Background: an optimization exercise with open tools, aiming at small area. Do not read the settings as production practice.
Only simulation tests tie the RTL to the original design; equivalence was not proved.
Power and IR drop assume default switching activity.

<file path="config.mk">
export PLATFORM = sky130hd
export DESIGN_NAME = aqtc_td
export DESIGN_NICKNAME = aqtc_td
export VERILOG_FILES = /design/flow/design.v
export SDC_FILE = /design/flow/constraint.sdc
export NUM_CORES = 4
export LEC_CHECK = 0
export CAP_MARGIN = 20
export CORE_MARGIN = 2
export CORE_UTILIZATION = 40
export SLEW_MARGIN = 20
</file>
<file path="constraint.sdc">
create_clock -name core_clock -period 30.0 [get_ports {clk}]
set_input_delay 6.0000 -clock core_clock [delete_from_list [all_inputs] [get_ports {clk}]]
set_output_delay 6.0000 -clock core_clock [all_outputs]
set_load 0.01 [all_outputs]
</file>
<file path="design.v">
module aqtc_fcmp (
    input  wire [30:0] b,
    input  wire [30:0] a,
    input  wire        t2,
    input  wire        t3,
    output wire        gt
);
    wire [7:0]  ea = a[30:23];
    wire [7:0]  eb = b[30:23];
    wire        an = |ea;
    wire        bn = |eb;
    wire [23:0] ma = {an, a[22:0]};
    wire [23:0] mb = {bn, b[22:0]};
    wire [9:0] x = {2'b0, ea[7:1], ea[0] | ~an};
    wire [9:0] y = ~{2'b0, eb[7:1], eb[0] | ~bn};
    reg  [9:0] d; reg c; integer i;
    always @(*) begin
        c = 1'b1;
        for (i = 0; i < 10; i = i + 1) begin
            d[i] = x[i] ^ y[i] ^ c;
            c = (x[i] & y[i]) | (c & (x[i] ^ y[i]));
        end
    end
    reg [9:0] j; reg c2; reg [9:0] z;
    always @(*) begin
        z = {7'd0, 1'b1, 1'b0, t3};
        c2 = 1'b0;
        for (i = 0; i < 10; i = i + 1) begin
            j[i] = d[i] ^ z[i] ^ c2;
            c2 = (d[i] & z[i]) | (c2 & (d[i] ^ z[i]));
        end
    end
    wire        jneg = j[9];
    wire        jbig = ~j[9] & ((|j[8:3]) | (j[2] & j[1]));
    reg [25:0] mb3; reg c3;
    wire [25:0] p = {2'b0, mb}, q = {1'b0, mb, 1'b0};
    always @(*) begin
        c3 = mb[23];
        for (i = 0; i < 26; i = i + 1) begin
            mb3[i] = p[i] ^ q[i] ^ c3;
            c3 = (p[i] & q[i]) | (c3 & (p[i] ^ q[i]));
        end
    end
    wire [27:0] lh  = t2 ? {mb3, mb[22:21]} : {mb, 2'b00, mb[23:22]};
    wire        sticky = t2 ? |mb[20:0] : |mb[21:0];
    reg [27:0] r5; reg c4;
    wire [27:0] u = {3'b0, ma, 1'b1}, v = {1'b0, ma, 1'b1, 2'b0};
    always @(*) begin
        c4 = 1'b0;
        for (i = 0; i < 28; i = i + 1) begin
            r5[i] = u[i] ^ v[i] ^ c4;
            c4 = (u[i] & v[i]) | (c4 & (u[i] ^ v[i]));
        end
    end
    wire [32:0] r5s = {5'd0, r5} << j[2:0];
    wire        big = |r5s[32:28];
    reg g, e;
    always @(*) begin
        g = 1'b0; e = 1'b1;
        for (i = 0; i < 28; i = i + 1) begin
            g = (lh[i] & ~r5s[i]) | (~(lh[i] ^ r5s[i]) & g);
            e = e & ~(lh[i] ^ r5s[i]);
        end
    end
    assign gt = ~(&ea) & ((&eb) | jneg | (~jbig & ~big & (g | (e & (sticky | a[0])))));
endmodule
module aqtc_td (
    input  wire        clk,
    input  wire        rst,
    input  wire        in_valid,
    input  wire [31:0] in_sample,
    output reg         out_valid,
    output wire        out_nan,
    output wire [8:0]  out_nanidx,
    output wire        out_res,
    output wire [2:0]  out_code,
    output wire [2:0]  out_idx
);
    localparam [30:0] TD_FLOOR = 31'h3B480000;    
    function gt31;    
        input [30:0] x, y;
        integer n;
        begin
            gt31 = 1'b0;
            for (n = 0; n < 31; n = n + 1)
                gt31 = (x[n] & ~y[n]) | (~(x[n] ^ y[n]) & gt31);
        end
    endfunction
    reg  [8:0]  r;         
    reg  [30:0] E, P, Q, H;
    reg         post, t1, hi1;
    reg  [2:0]  best;
    reg         pn, nseen;
    reg  [8:0]  nj;
    wire [30:0] mag   = in_sample[30:0];
    wire        first = (r[5:0] == 6'd63);
    wire        bnd   = in_valid & (r[5:0] == 6'd62);
    wire        s_gt  = gt31(mag, E);
    wire        e_gt_h = gt31(E, H);
    wire        e_gt_p = gt31(E, P);
    wire [30:0] F     = s_gt ? mag : E;           
    wire [2:0]  seg   = r[8:6];                   
    wire [30:0] cb = bnd ? F : (post ? E : P);
    wire [30:0] ca = bnd ? P : (post ? Q : H);
    wire        cgt;
    aqtc_fcmp u_cmp (.b(cb), .a(ca), .t2(post), .t3(bnd), .gt(cgt));
    wire        act   = (r[8] & (bnd | post)) | t1;
    wire [2:0]  cur   = bnd ? seg : (post ? (r[7] ? 3'd3 : 3'd2) : 3'd1);
    wire        take  = act & cgt & ((best == 3'd0) | (cur < best));
    always @(posedge clk) begin
        if (in_valid)
            E <= (first | s_gt) ? mag : E;
        if (post) begin
            P <= E;
            if (seg == 3'd3 || seg == 3'd5)
                Q <= e_gt_p ? E : P;
            if (!r[8] && (seg == 3'd0 || e_gt_h))
                H <= E;
        end
        if (post && seg == 3'd3)
            best <= 3'd0;
        else if (take)
            best <= cur;
        if (post && r[8])
            hi1 <= (seg != 3'd4 && hi1) | ~gt31(TD_FLOOR, E);
    end
    always @(posedge clk) begin
        if (rst) begin
            r         <= 9'h1FF;
            post      <= 1'b0;
            t1        <= 1'b0;
            out_valid <= 1'b0;
            pn        <= 1'b0;
        end else begin
            if (in_valid)
                r <= r + 9'd1;
            post      <= bnd;
            t1        <= post & r[8];
            out_valid <= post & (seg == 3'd7);
            pn        <= in_valid & (mag[30:23] == 8'hFF) & (|mag[22:0]);
        end
    end
    wire nclr = rst | out_valid;
    always @(posedge clk) begin
        nseen <= (~nclr & nseen) | pn;
        if (pn & (nclr | ~nseen))
            nj <= r;
        else if (nclr)
            nj <= 9'd0;
    end
    wire [2:0] fin    = (cgt & t1) ? 3'd1 : best;
    wire       silent = gt31(TD_FLOOR, H) | ~hi1;
    assign out_nan    = nseen;
    assign out_nanidx = nj;
    assign out_res    = ~nseen & ~silent & (fin != 3'd0);
    assign out_code   = nseen ? 3'd0 : silent ? 3'd4 :
                        (fin == 3'd0) ? 3'd0 : (fin == 3'd1) ? 3'd1 :
                        (fin[2:1] == 2'b01) ? 3'd2 : 3'd3;
    assign out_idx    = (nseen | silent) ? 3'd0 : fin;
endmodule
</file>
<file path="run.sh">
#!/bin/bash
# synth_recipe.tcl (not shown) runs the flow's synth.tcl, then flattens the netlist and writes it again
# the make line also repeats each setting of config.mk as NAME=value (left out here)
make -C /OpenROAD-flow-scripts/flow DESIGN_CONFIG=/design/flow/config.mk WORK_HOME=/design/flow/orfs CLKGATE_MAP_FILE= SYNTH_SCRIPT=/design/flow/synth_recipe.tcl finish
</file>
==> reports/results.ini <==
[synth]
yosys.area.top_type = edfxtp_1
synth.most_common_cell = ha_1
synth_seq_cells = 151
yosysWarnings = 2
synth_cell_types = 76
synth.area.top_cells = edfxtp_1 (25%), ha_1 (15%), fa_1 (8.3%)
synth_fp_nets = 1513
ys_seq_area_share_pct = 32.15
synth_edf_count = 103
async_reset_ff_share_pct = 0
synth_top_area_share_pct = 24.53
postSynthAreaPerCell_sq_um = 9.873
synth_common_cells = ha_1 (149), inv_1 (132), edfxtp_1 (103), mux2i_1 (103), nand2_1 (100)
synth_area_sq_um = 12610
ys.flop_type = edfxtp_1
postSynthCellCount = 1277

[drt]
drtIter0Drc = 589
num_vias = 9559
drc = 0
drtAntennaViolNets = 0
totalWireLength_microns = 33030
viasPerCell = 5.535
drtPass1Iterations = 5
wl_per_cell_microns = 19.13

[pwr]
ir_drop_mv = 0.04557
internal-power_uw = 760.7
p_clk_share_pct = 15.9
p_leak_nw = 5.864
p_sw_share_pct = 44.62
power_density_nw_per_um2 = 96.97
power.switching_uw = 612.9
combPwrFrac_pct = 62.4
finalPower_mw = 1.374
p_seq_share_pct = 21.8

[grt]
antenna_found_initial = 1
use_met2_pct = 31.19
grt_max_degree = 76
grt_pass1_vias = 9391
gr-total-overflow = 0
use_met3_pct = 3.149
grtUsageMet1_pct = 29.78
track_usage_pct = 20.44
top_usage_layer = met2
grt_pass1_wl_microns = 52270

[clock_network]
htreeDepth = 4
path_clk_slew_ps = 60
numCtsBuffers = 17
cts_tree = yes
root_buffer = clkbuf_16
clockBufferDepth = 2
worst_skew_pair.late_latency_ps = 440
hold_buffers = 0
clkSinkCount = 151
cts-resized-gates = 0
cts_setup_buffers = 0

[placed_design]
globalplace.congestion = 0.8925
placed_area_sq_um = 13570
hpwl_microns = 25290
place.port_buffers = 51

[hold_path]
hold_path_startpoint = pn
hold_class = reg -> reg

[floorplanning]
ioPinCount = 53
die_area_sq_um = 32960
dieWidth_microns = 181.5
start_util_pct = 40.27
die_y_microns = 181.5
core_area_sq_um = 31310
rows = 65

[worst_setup_path]
crit_type = in -> out
path_max_fanout = 46
startpoint_type = input port
cp-end-kind = primary output
slowest_delay_ps = 550
cp_slowest_cell = clkdlybuf4s50_1
crit_required_ps = 24000
crit_top_cell = fa_1
crit_start = in_sample[12]
reg2reg_from = E[30]
arrival_ps = 20900

[timing]
tightest_slew_ps = 1007
rsz0062_at_grt = no
finalSetupViolCount = 0
finalSetupTns_ps = 0
hold_viol = 0
slew_viol_final = 0
skew_ps = 5.784
final.period_utilization_pct = 89.66
min_period_ps = 26900
fmax_ghz = 0.03718
slew-limit-headroom_pct = 32.17

[layout]
register_area_sq_um = 4058
stdcell_area_sq_um = 14170
layout-drive-gt1-share_pct = 8.528
num-nets-final = 1548
insertedDiodeCount = 0
multiInputGateArea_sq_um = 7836
n_fill_cell = 2990
syn2layout_area_growth_pct = 12.35

[status]
status = timing/DRC/antenna clean

[job]
max_cap_viol_count = 0

routing by layer:
| layer | wire length (microns) | vias to the layer above | part of all wire, % |
|---|---|---|---|
| met3 | 1702 | 38 | 5.2 |
| met1 | 16050 | 4605 | 49 |
| met4 | 647 | 0 | 2.0 |
| met5 | 0 | - | 0 |
| li1 | - | 4694 | - |
| met2 | 14640 | 222 | 44 |
power by group through the flow:
stage	clock network, mW	registers (mW)	logic [mW]
global placement	0	0.302	0.832
detailed placement	0	0.303	0.853
global route	0.229	0.304	0.971
finish	0.218	0.299	0.857
floorplan	0	0.292	0.637
CTS	0.221	0.299	0.858
layout by cell type (no fill, tap or decap), types with 13 or more instances in the layout:
cell	count
inv_1	131
a21oi_1	58
clkdlybuf4s50_1	51
buf_4	22
nand4_1	15
mux2_2	25
nor3_1	19
ha_1	149
dfxtp_1	47
clkbuf_16	17
o21ai_0	94
nor2_1	74
a21o_1	13
nand2_1	100
mux2i_1	103
fa_1	52
nand2b_1	17
o21a_1	19
edfxtp_1	103
o211ai_1	29
sequential cells by signal (all words and copies together), names as in the netlist:
register	count
E	31
H	31
P	31
Q	31
best	3
hi1	1
nj	9
nseen	1
out_valid	1
pn	1
post	1
r	9
t1	1
worst max-delay path: cells and delay by family:
kind                       cells  cell delay [ps]
adders and majority gates     26             9750
buffers and inverters          7             1980
and+or+nand+nor                5              510
AOI/OAI and AO/OA             12             2460
muxes                          1              150
path summary, 6_finish.rpt:
path / endpoint / slack [ps] / cells past startpoint
worst max-delay path: out_code[0] / 3100 / 51
worst min register to register: nseen / 460 / 1
worst max register to register: best[2] / 15480 / 50
worst min-delay path: nseen / 460 / 1
cells by family after synthesis:
| family | after synthesis | share of synthesized area, % |
|---|---|---|
| buffers and inverters | 190 | 5.895 |
| adders and majority gates | 201 | 23.04 |
| muxes | 134 | 11.48 |
| AOI/OAI and AO/OA | 294 | 15.28 |
| and+or+nand+nor | 299 | 11.59 |
| xor gates and xnor gates | 8 | 0.5557 |
| DFF | 151 | 32.15 |
layout make-up:
type                    count  share of cell area, %
multi-input cells         936                  55.32
flip-flops and latches    151                  28.64
repair buffers             73                  4.769
well taps                 402                  3.551
inverters                 133                  3.533
clock buffers              21                  3.321
clock inverters            11                 0.8656
per-stage QoR:
| step | util [%] | worst slack (ps) | instances | hold WS [ps] |
|---|---|---|---|---|
| 4_1_cts | 45.24 | 3064 | 1727 | 469.7 |
| 3_3_place_gp | 43.35 | 3306 | 1695 | 439.8 |
| 3_5_place_dp | 43.35 | 3076 | 1695 | 449.7 |
| 2_1_floorplan | - | 5513 | 1277 | 398.7 |
| 6_report | 45.24 | 3102 | 1727 | 463.3 |
| 5_1_grt | 45.24 | 2468 | 1727 | 477.3 |

[static timing again, ports no longer ideal]
Ports are ideal in the flow. The routed layout listed here was re-timed in OpenROAD.
Step 1 assumes that a clkbuf_16 drives the clock port and a buf_2 every other input.
Step 2 adds t to the input delays and takes it off the output delays; t is the mean of the earliest and latest rising clock arrival at the registers after step 1. Input paths then give back, and output paths get back, about the clock's delay inside the block.
a / b / c = ideal ports / drivers / drivers and shift; a / b = the first two.
t (ns): 0.481
setup slack, ns: 3.102 / 3.082 / 3.082
worst setup path at the end: input to output
slew at the worst register clock pin (ns): 0.07 / 0.07
After both steps this run still meets setup and hold. The setup slack of this run moves by -0.020 ns with the drivers and by -0.020 ns with both steps.
